Source: an optimization exercise on an open RTL-to-GDS flow (aim: small area, a short achievable clock period and few clock cycles). Production flows keep margins and buffers that such runs may drop.
In this exercise RTL edits were held to simulation tests only and were not proved equivalent to the original.
Power and IR drop assume default switching activity.

==> flow/run.sh <==
#!/bin/bash
# synth_recipe.tcl (not shown) runs the flow's synth.tcl, then flattens the netlist and writes it again
# the make line also repeats each setting of config.mk as NAME=value (left out here)
make -C /OpenROAD-flow-scripts/flow DESIGN_CONFIG=/design/flow/config.mk WORK_HOME=/design/flow/orfs CLKGATE_MAP_FILE= SYNTH_SCRIPT=/design/flow/synth_recipe.tcl finish
==> flow/config.mk <==
export PLATFORM = sky130hd
export DESIGN_NAME = mcp23x17_seq
export DESIGN_NICKNAME = mcp23x17_seq
export VERILOG_FILES = /design/flow/design.v
export SDC_FILE = /design/flow/constraint.sdc
export NUM_CORES = 4
export LEC_CHECK = 0
export CAP_MARGIN = 20
export CORE_AREA = 5 5 325 325
export DIE_AREA = 0 0 330 330
export SLEW_MARGIN = 20
==> flow/constraint.sdc <==
create_clock -name core_clock -period 10.0 [get_ports {clk}]
set_input_delay 2.0000 -clock core_clock [delete_from_list [all_inputs] [get_ports {clk}]]
set_output_delay 2.0000 -clock core_clock [all_outputs]
set_load 0.01 [all_outputs]
==> flow/design.v <==
module mcp23x17_seq (
    input  wire        clk,
    input  wire        rst,             
    input  wire [7:0]   cfg_mode,       
    input  wire [11:0]  cfg_opcode,     
    input  wire [3:0]   cfg_bank,       
    input  wire [287:0] cfg_porta,      
    input  wire [255:0] cfg_portb,      
    input  wire [3:0]   cmd_valid,
    input  wire [63:0]  cmd_word,
    output wire [3:0]   cmd_ready,
    output wire [31:0]  ctx_status,     
    output wire [31:0]  rsp_data,       
    output wire [15:0]  fault_status,
    output wire [7:0]   fault_ctx,
    output wire [7:0]   fault_dev,
    output wire         escalate,
    output reg  [3:0]   cs,
    input  wire         spi_busy,
    output wire         spi_req,
    output wire [23:0]  spi_tx,
    input  wire         spi_ack,
    input  wire [23:0]  spi_rx,
    input  wire [1:0]   spi_st,
    output wire         i2c_req,
    output wire         i2c_rnw,
    output wire [1:0]   i2c_len,
    output wire [7:0]   i2c_sla,
    output wire [23:0]  i2c_wdata,
    input  wire         i2c_ack,
    input  wire [1:0]   i2c_st,
    input  wire [7:0]   i2c_rdata
);
    localparam [3:0] PH_IDLE           = 4'd0,
                     PH_LOCK_WAIT      = 4'd1,
                     PH_CS_ASSERT      = 4'd2,
                     PH_WAIT_IDLE_PRE  = 4'd3,
                     PH_SPI_XFER       = 4'd4,
                     PH_WAIT_IDLE_POST = 4'd5,
                     PH_CS_DEASSERT    = 4'd6,
                     PH_I2C_WRITE      = 4'd7,
                     PH_I2C_READ       = 4'd8,
                     PH_RELEASE        = 4'd9;
    localparam [1:0] CMD_INIT  = 2'd0,
                     CMD_READ  = 2'd1,
                     CMD_WRITE = 2'd2;
    localparam [1:0] MODE_SPI = 2'd1,
                     MODE_I2C = 2'd2;
    localparam [1:0] ST_OK      = 2'd0,
                     ST_ERROR   = 2'd1;
    localparam [3:0] F_SPI_ERR    = 4'd1,
                     F_SPI_TMO    = 4'd2,
                     F_I2C_TX_ERR = 4'd3,
                     F_I2C_TX_TMO = 4'd4,
                     F_I2C_RX_ERR = 4'd5,
                     F_I2C_RX_TMO = 4'd6,
                     F_MODE_UNDEF = 4'd7,
                     F_ILLEGAL    = 4'd8;
    localparam [4:0] INIT_LAST = 5'd18;
    function is_illegal(input [15:0] w);
        begin
            if (w[13])
                is_illegal = 1'b1;
            else case (w[15:14])
                2'b00:   is_illegal = (w[12:0] != 13'd0);
                2'b01:   is_illegal = (w[11:8] > 4'd10) || (w[7:0] != 8'd0);
                2'b10:   is_illegal = (w[11:8] > 4'd10);
                default: is_illegal = 1'b1;
            endcase
        end
    endfunction
    reg  [3:0]  phase      [0:3];
    reg  [1:0]  cmd_kind   [0:3];
    reg  [12:0] cmd_args   [0:3];   
    reg  [4:0]  txn_idx    [0:3];   
    reg  [7:0]  rd_byte    [0:3];
    reg         init_ok    [0:3];
    reg  [7:0]  rsp_byte   [0:3];
    reg         rsp_dvalid [0:3];
    reg         rsp_ok     [0:3];
    reg         rsp_okvalid[0:3];
    reg         lock_held;
    reg  [1:0]  lock_owner;
    reg  [1:0]  rr_next;            
    reg         flt_valid;
    reg  [3:0]  flt_cause;
    reg  [3:0]  flt_phase;
    reg  [1:0]  flt_ctx;
    wire [1:0]  own      = lock_owner;
    wire [3:0]  own_ph   = phase[own];
    wire [1:0]  own_mode = cfg_mode[2*own +: 2];
    wire [2:0]  own_op   = cfg_opcode[3*own +: 3];
    wire        own_bank = cfg_bank[own];
    wire [71:0] own_pa   = cfg_porta[72*own +: 72];
    wire [63:0] own_pb   = cfg_portb[64*own +: 64];
    wire [4:0]  own_idx  = txn_idx[own];
    function [3:0] eight_reg(input [2:0] k);
        case (k)
            3'd0: eight_reg = 4'd0;    
            3'd1: eight_reg = 4'd1;    
            3'd2: eight_reg = 4'd2;    
            3'd3: eight_reg = 4'd3;    
            3'd4: eight_reg = 4'd4;    
            3'd5: eight_reg = 4'd6;    
            3'd6: eight_reg = 4'd9;    
            default: eight_reg = 4'd10;  
        endcase
    endfunction
    reg        t_pulse;
    reg        t_read;
    reg        t_port;
    reg [3:0]  t_reg;
    reg [7:0]  t_data;
    reg        t_check;
    reg [2:0]  k8;
    always @(*) begin
        t_pulse = 1'b0;
        t_read  = 1'b0;
        t_port  = 1'b0;
        t_reg   = 4'd0;
        t_data  = 8'd0;
        t_check = 1'b0;
        k8      = 3'd0;
        case (cmd_kind[own])
            CMD_READ: begin
                t_read = 1'b1;
                t_port = cmd_args[own][12];
                t_reg  = cmd_args[own][11:8];
            end
            CMD_WRITE: begin
                t_port = cmd_args[own][12];
                t_reg  = cmd_args[own][11:8];
                t_data = cmd_args[own][7:0];
            end
            default: begin  
                if (own_idx == 5'd0) begin
                    t_pulse = 1'b1;
                    t_read  = 1'b1;
                end else if (own_idx == 5'd1) begin
                    t_reg  = 4'd5;
                    t_data = own_pa[64 +: 8];
                end else if (own_idx == 5'd2) begin
                    t_read  = 1'b1;
                    t_reg   = 4'd5;
                    t_check = 1'b1;
                end else if (own_idx < 5'd11) begin
                    k8     = own_idx[2:0] - 3'd3;
                    t_reg  = eight_reg(k8);
                    t_data = own_pa[8*k8 +: 8];
                end else begin
                    k8     = own_idx[2:0] - 3'd3;
                    t_port = 1'b1;
                    t_reg  = eight_reg(k8);
                    t_data = own_pb[8*k8 +: 8];
                end
            end
        endcase
    end
    wire [7:0] t_addr  = own_bank ? {3'b000, t_port, t_reg} : {3'b000, t_reg, t_port};
    wire [2:0] eff_op  = (own_mode == MODE_SPI) ? {1'b0, own_op[1:0]} : own_op;
    wire [7:0] t_ctrl  = {4'b0100, eff_op, t_read};
    assign spi_req   = lock_held && !flt_valid && (own_ph == PH_SPI_XFER);
    assign spi_tx    = {t_ctrl, t_addr, t_read ? 8'h00 : t_data};
    assign i2c_req   = lock_held && !flt_valid &&
                       ((own_ph == PH_I2C_WRITE) || (own_ph == PH_I2C_READ));
    assign i2c_rnw   = (own_ph == PH_I2C_READ);
    assign i2c_len   = (own_ph == PH_I2C_READ) ? 2'd1 : (t_read ? 2'd2 : 2'd3);
    assign i2c_sla   = {5'b00000, own_op};
    assign i2c_wdata = {t_ctrl, t_addr, t_read ? 8'h00 : t_data};
    wire spi_done = spi_req && spi_ack;
    wire i2c_done = i2c_req && i2c_ack;
    reg        new_flt;
    reg [3:0]  new_cause;
    reg [3:0]  new_phase;
    reg [1:0]  new_ctx;
    reg [3:0]  accept;
    integer    i;
    integer    k;
    assign cmd_ready[0] = (phase[0] == PH_IDLE) && !flt_valid;
    assign cmd_ready[1] = (phase[1] == PH_IDLE) && !flt_valid;
    assign cmd_ready[2] = (phase[2] == PH_IDLE) && !flt_valid;
    assign cmd_ready[3] = (phase[3] == PH_IDLE) && !flt_valid;
    always @(*) begin
        accept    = cmd_valid & cmd_ready;
        new_flt   = 1'b0;
        new_cause = 4'd0;
        new_phase = 4'd0;
        new_ctx   = 2'd0;
        if (spi_done && spi_st != ST_OK) begin
            new_flt   = 1'b1;
            new_cause = (spi_st == ST_ERROR) ? F_SPI_ERR : F_SPI_TMO;
            new_phase = PH_SPI_XFER;
            new_ctx   = own;
        end else if (i2c_done && i2c_st != ST_OK) begin
            new_flt   = 1'b1;
            new_phase = own_ph;
            new_ctx   = own;
            if (own_ph == PH_I2C_WRITE)
                new_cause = (i2c_st == ST_ERROR) ? F_I2C_TX_ERR : F_I2C_TX_TMO;
            else
                new_cause = (i2c_st == ST_ERROR) ? F_I2C_RX_ERR : F_I2C_RX_TMO;
        end else begin
            for (i = 3; i >= 0; i = i - 1) begin
                if (accept[i]) begin
                    if (is_illegal(cmd_word[16*i +: 16])) begin
                        new_flt   = 1'b1;
                        new_cause = F_ILLEGAL;
                        new_phase = PH_IDLE;
                        new_ctx   = i[1:0];
                    end else if (cfg_mode[2*i +: 2] != MODE_SPI &&
                                 cfg_mode[2*i +: 2] != MODE_I2C) begin
                        new_flt   = 1'b1;
                        new_cause = F_MODE_UNDEF;
                        new_phase = PH_IDLE;
                        new_ctx   = i[1:0];
                    end
                end
            end
        end
    end
    wire run = !flt_valid && !new_flt;
    reg        grant_valid;
    reg [1:0]  grant_ctx;
    reg [1:0]  cand;
    integer    j;
    always @(*) begin
        grant_valid = 1'b0;
        grant_ctx   = 2'd0;
        for (j = 3; j >= 0; j = j - 1) begin
            cand = rr_next + j[1:0];
            if (phase[cand] == PH_LOCK_WAIT) begin
                grant_valid = 1'b1;
                grant_ctx   = cand;
            end
        end
        if (lock_held)
            grant_valid = 1'b0;
    end
    wire last_txn = (cmd_kind[own] != CMD_INIT) || (own_idx == INIT_LAST);
    always @(posedge clk) begin
        if (rst) begin
            lock_held  <= 1'b0;
            lock_owner <= 2'd0;
            rr_next    <= 2'd0;
            cs         <= 4'd0;
            flt_valid  <= 1'b0;
            flt_cause  <= 4'd0;
            flt_phase  <= 4'd0;
            flt_ctx    <= 2'd0;
            for (k = 0; k < 4; k = k + 1) begin
                phase[k]       <= PH_IDLE;
                cmd_kind[k]    <= CMD_INIT;
                cmd_args[k]    <= 13'd0;
                txn_idx[k]     <= 5'd0;
                rd_byte[k]     <= 8'd0;
                init_ok[k]     <= 1'b0;
                rsp_dvalid[k]  <= 1'b0;
                rsp_ok[k]      <= 1'b0;
                rsp_okvalid[k] <= 1'b0;
            end
        end else if (new_flt) begin
            flt_valid <= 1'b1;
            flt_cause <= new_cause;
            flt_phase <= new_phase;
            flt_ctx   <= new_ctx;
        end else if (run) begin
            for (k = 0; k < 4; k = k + 1) begin
                if (accept[k]) begin
                    cmd_kind[k] <= cmd_word[16*k+14 +: 2];
                    cmd_args[k] <= cmd_word[16*k +: 13];
                    txn_idx[k]  <= (cfg_mode[2*k +: 2] == MODE_I2C) ? 5'd1 : 5'd0;
                    init_ok[k]  <= 1'b0;
                    phase[k]    <= PH_LOCK_WAIT;
                end
            end
            if (grant_valid) begin
                lock_held        <= 1'b1;
                lock_owner       <= grant_ctx;
                rr_next          <= grant_ctx + 2'd1;
                phase[grant_ctx] <= (cfg_mode[2*grant_ctx +: 2] == MODE_SPI) ?
                                    PH_CS_ASSERT : PH_I2C_WRITE;
            end
            if (lock_held) begin
                case (own_ph)
                    PH_CS_ASSERT: begin
                        cs[own]    <= 1'b1;
                        phase[own] <= t_pulse ? PH_CS_DEASSERT : PH_WAIT_IDLE_PRE;
                    end
                    PH_WAIT_IDLE_PRE: begin
                        if (!spi_busy)
                            phase[own] <= PH_SPI_XFER;
                    end
                    PH_SPI_XFER: begin
                        if (spi_done) begin
                            if (t_read)
                                rd_byte[own] <= spi_rx[7:0];
                            phase[own] <= PH_WAIT_IDLE_POST;
                        end
                    end
                    PH_WAIT_IDLE_POST: begin
                        if (!spi_busy)
                            phase[own] <= PH_CS_DEASSERT;
                    end
                    PH_CS_DEASSERT: begin
                        cs[own]    <= 1'b0;
                        phase[own] <= PH_RELEASE;
                    end
                    PH_I2C_WRITE: begin
                        if (i2c_done)
                            phase[own] <= t_read ? PH_I2C_READ : PH_RELEASE;
                    end
                    PH_I2C_READ: begin
                        if (i2c_done) begin
                            rd_byte[own] <= i2c_rdata;
                            phase[own]   <= PH_RELEASE;
                        end
                    end
                    PH_RELEASE: begin
                        lock_held <= 1'b0;
                        if (t_check)
                            init_ok[own] <= (rd_byte[own] == own_pa[64 +: 8]);
                        if (!last_txn) begin
                            txn_idx[own] <= own_idx + 5'd1;
                            phase[own]   <= PH_LOCK_WAIT;
                        end else begin
                            phase[own] <= PH_IDLE;
                            if (cmd_kind[own] == CMD_READ) begin
                                rsp_byte[own]   <= rd_byte[own];
                                rsp_dvalid[own] <= 1'b1;
                            end else if (cmd_kind[own] == CMD_INIT) begin
                                rsp_ok[own]      <= init_ok[own];
                                rsp_okvalid[own] <= 1'b1;
                            end
                        end
                    end
                    default: ;
                endcase
            end
        end
    end
    genvar g;
    generate
        for (g = 0; g < 4; g = g + 1) begin : g_status
            assign ctx_status[8*g +: 8] = {phase[g], rsp_ok[g], rsp_okvalid[g],
                                           rsp_dvalid[g], phase[g] != PH_IDLE};
            assign rsp_data[8*g +: 8]   = rsp_byte[g];
        end
    endgenerate
    assign fault_status = {4'b0000, flt_phase, 3'b000, flt_cause, flt_valid};
    assign fault_ctx    = {6'd0, flt_ctx};
    assign fault_dev    = {6'd0, flt_ctx};
    assign escalate     = flt_valid;
endmodule
==> impl_metrics.py <==
metrics = {
    "timing": {
        "finalWorstSetupSlack_ps": 2270,
        "period_share_pct": 77.3,
        "fmax_mhz": 129,
        "drv_slew": 0,
        "tightest_slew_ps": 1090,
        "hold_viol": 0,
        "rsz0062_at_grt": "false",
        "slew_headroom_pct": 26.7,
        "skew_ps": 14.9,
        "setup_viol_count_final": 0,
        "min_period_ps": 7730,
        "setup-tns-final_ps": 0,
        "fin_hold_ws_ps": 459,
    },
    "setup_path": {
        "start_kind": "flop",
        "cp.arrival_ps": 5730,
        "critPathKind": "flop to primary output",
        "path_max_fanout": 27,
        "r2r_slack_ps": 4820,
        "cp-end-kind": "primary output",
        "reg2reg_depth": 11,
        "worstReg2RegEnd": "rd_byte[0][3]$_SDFFCE_PN0P_",
        "crit_required_ps": 8000,
    },
    "cells_and_area": {
        "layoutNonFillerInstCount": 3383,
        "multi_input_area_um2": 8810,
        "fillers": 10800,
        "area_delta_synth_final_pct": 64.6,
        "area.sequential_um2": 5170,
        "finalNetCount": 2682,
        "drive_gt1_share_pct": 14.9,
    },
    "routing": {
        "vias": 14800,
        "dr.first_iter.drc_count": 1211,
        "wl_mm": 93.7,
        "wl_per_cell_um": 27.7,
        "drc": 0,
        "antenna_left": 0,
        "vias_per_cell": 4.37,
        "drtPass1Iterations": 5,
    },
    "placed_design": {
        "place_inst": 3338,
        "port_buffers": 788,
        "routabilityCongestion": 0.842,
        "dp.final_hpwl_mm": 80.4,
        "dpl_worst_slack_ps": 2500,
    },
    "floorplanning": {
        "io_pins": 843,
        "initial_core_util_pct": 14.7,
        "std_cell_rows": 117,
        "die_w_um": 330,
        "die_y_um": 330,
        "die_area_um2": 109000,
        "core-area_um2": 102000,
    },
    "worst_hold_path": {
        "hp-class": "flop to flop",
        "hold_end": "cmd_args[0][11]$_SDFFE_PP0P_",
        "holdPathStages": 2,
        "worstHoldStart": "cmd_args[0][11]$_SDFFE_PP0P_",
    },
    "cts": {
        "cts_tree": "built",
        "clk_latency_ps": 470,
        "hold_buffers": 0,
        "htreeDepth": 4,
        "cts_num_sinks": 200,
        "cts_buffer_depth": 2,
        "clk_pin_slew_worst_paths_ps": 90,
        "cts_buffers": 17,
        "post-cts-setup-buffer-count": 0,
        "cts-root-buf": "clkbuf_16",
        "cts-resized-gates": 0,
    },
    "logic_synthesis": {
        "netlist_area_um2": 14900,
        "ys_ff_latch": 200,
        "yosysUniqueCellTypes": 85,
        "ys.warnings.count": 3,
        "netlist_instances": 1284,
        "syn_area_per_cell_um2": 11.6,
        "ys_seq_area_share_pct": 34.6,
        "synth_flop_cell": "edfxtp_1",
        "synth_edf_count": 116,
        "async_flop_share_pct": 0,
    },
    "power": {
        "p_comb_share_pct": 67.6,
        "netSwitchingPower_uw": 2590,
        "p_leak_uw": 0.00820,
        "ir_worst_vdd_v": 0.000196,
        "pwr-share-seq_pct": 19.6,
        "powerDensity_nw_per_um2": 223,
        "sw_frac_of_total_pct": 47.2,
        "clockPowerShare_pct": 12.9,
        "internal_power_uw": 2900,
    },
    "global_route": {
        "antenna_found_initial": 39,
        "grt_overflow": 0,
        "grt_pass1_vias": 14800,
        "grt_max_degree": 91,
        "grt_pass1_wl_mm": 121,
        "grt_usage_pct": 16.1,
    },
    "run": {
        "drv_cap": 0,
    },
    "status": {
        "outcome": "no timing/DRC/antenna violations",
    },
}
## critical path, stage by stage, from the launching register on
cell and delay [ps]:
dfxtp_1 370, buf_4 380, mux4_2 630, ha_1 280, ha_2 360, buf_4 420
nand2_1 520, o21ai_0 610, a22oi_1 230, nand2_1 100, o31ai_1 100, a211oi_1 530
clkdlybuf4s50_1 650
## cells in the final DEF (no fill, tap or decap), types with 9 or more instances in the layout
master           count
diode_2             13
edfxtp_1           116
clkbuf_16           17
or4_1               10
a31oi_1             18
mux2i_1             40
conb_1              38
inv_1               30
nor4_1              12
buf_4               24
xnor2_1              9
dfxtp_1             82
a22oi_1             23
clkdlybuf4s50_1    787
o21ai_0             34
ha_1                15
o22ai_1             11
nor2b_1             10
mux4_2             182
nor2_1             119
nand3_1             22
nand2b_1            17
a22o_1              61
nor3_1              12
nand2_1             91
a21oi_1             46
## per-layer routing
metal / GRT usage [%] / part of all wire [%] / vias to the layer above
met3: 5.67 / 10 / 80
met1: 22.3 / 44 / 7400
met4: 1.88 / 0.98 / 22
met2: 25.0 / 44 / 870
met5: 0 / 0.13 / -
li1: - / - / 6419
## Yosys cell counts, types with 6 or more instances
library cell,count,area [µm²]
mux4_2,183,4120
nor2_1,120,450
edfxtp_1,116,3480
nand2_1,91,342
dfxtp_1,84,1680
buf_4,83,623
a22o_1,61,534
a21oi_1,47,235
clkbuf_1,43,161
mux2i_1,40,400
o21ai_0,35,175
inv_1,30,113
buf_2,26,130
a22oi_1,23,173
nand3_1,22,110
a31oi_1,18,113
nand2b_1,17,106
ha_1,16,200
nor4_1,13,81.3
nor3_1,12,60.1
o22ai_1,11,68.8
nor2b_1,10,62.6
or4_1,10,75.1
xnor2_1,9,78.8
a211oi_1,8,60.1
buf_1,8,30.0
o31ai_1,8,60.1
a311oi_1,7,61.3
or2_2,7,43.8
and2_1,6,37.5
and3_1,6,37.5
mux2_2,6,67.6
nor4b_1,6,52.6
## sequential cells by signal (all words and copies together) (netlist names), named ones only
signal       count
flt_cause        4
rr_next          2
rd_byte         32
init_ok          4
rsp_byte        32
cmd_args        52
lock_held        1
flt_ctx          2
txn_idx         20
flt_phase        4
flt_valid        1
rsp_ok           4
lock_owner       2
phase           16
cmd_kind         8
rsp_okvalid      4
rsp_dvalid       4
## logic make-up after synthesis
logic type	after synthesis	share of synthesized area, %
AND/OR/NAND/NOR	358	12.0
AO/OA/AOI/OAI	271	13.1
multiplexers	229	30.7
flip-flops	200	34.6
buffers and inverters	196	7.44
adder cells (fa/ha/maj)	16	1.34
XOR/XNOR	12	0.704
other	2	0.0503
## area by class of cell
| cell class | count | area share (%) |
|---|---|---|
| flip-flops and latches | 200 | 21.1 |
| multi-input cells | 924 | 35.9 |
| diodes | 13 | 0.132 |
| well taps | 1368 | 6.97 |
| repair buffers | 814 | 33.1 |
| inverters | 32 | 0.489 |
| clock inverters | 14 | 0.682 |
| clock buffers | 18 | 1.75 |
## through the flow
stage          utilization (%)  cell area [µm²]  power, µW
6_report                  24.1            24600       5490
5_1_grt                   24.1            24500       5800
4_1_cts                   24.1            24500       5590
3_5_place_dp              23.5            23900       4870
3_3_place_gp              23.5            23900       4850
2_1_floorplan                -            15100       3050
## worst max path at each step
stage / start / end
final: flop / spi_tx[1]
after global routing: flop / i2c_wdata[6]
after CTS: flop / spi_tx[1]
after detailed placement: cfg_porta[25] / spi_tx[1]
after global placement: flop / spi_tx[1]
after floorplan: flop / spi_tx[6]
## power groups by stage
| stage | Combinational [µW] | Sequential [µW] | Clock [µW] |
|---|---|---|---|
| after floorplan | 2020 | 1030 | 0 |
| after global placement | 3760 | 1090 | 0 |
| after detailed placement | 3780 | 1090 | 0 |
| after CTS | 3790 | 1080 | 719 |
| after global routing | 3960 | 1090 | 749 |
| final | 3710 | 1070 | 705 |
Testbench counts, summed over its fixed seeds: cycles 12,020.

[what the ideal ports hide]
In the flow no input, the clock included, has a driving cell. The finished layout below was timed again as built, in two steps.
Step 1: set_driving_cell puts a clkbuf_16 on clk and a buf_2 on each other input, an assumption about the parent block.
Step 2 also shifts input and output timing later by t, the mid clock arrival at the registers, as if the neighbouring blocks saw the same clock.
Slacks: no drivers / after step 1 / after step 2; pairs: no drivers / after step 1.
t (ns): 0.516
setup WS [ns]: 2.272 / 2.216 / 2.477
clock arrival spread, ns: 0.015 / 0.015
cell pins on the clock port's net: 1
After both steps setup and hold are still met in this run. The setup slack of this run moves by -0.056 ns with the drivers and by +0.205 ns with both steps.
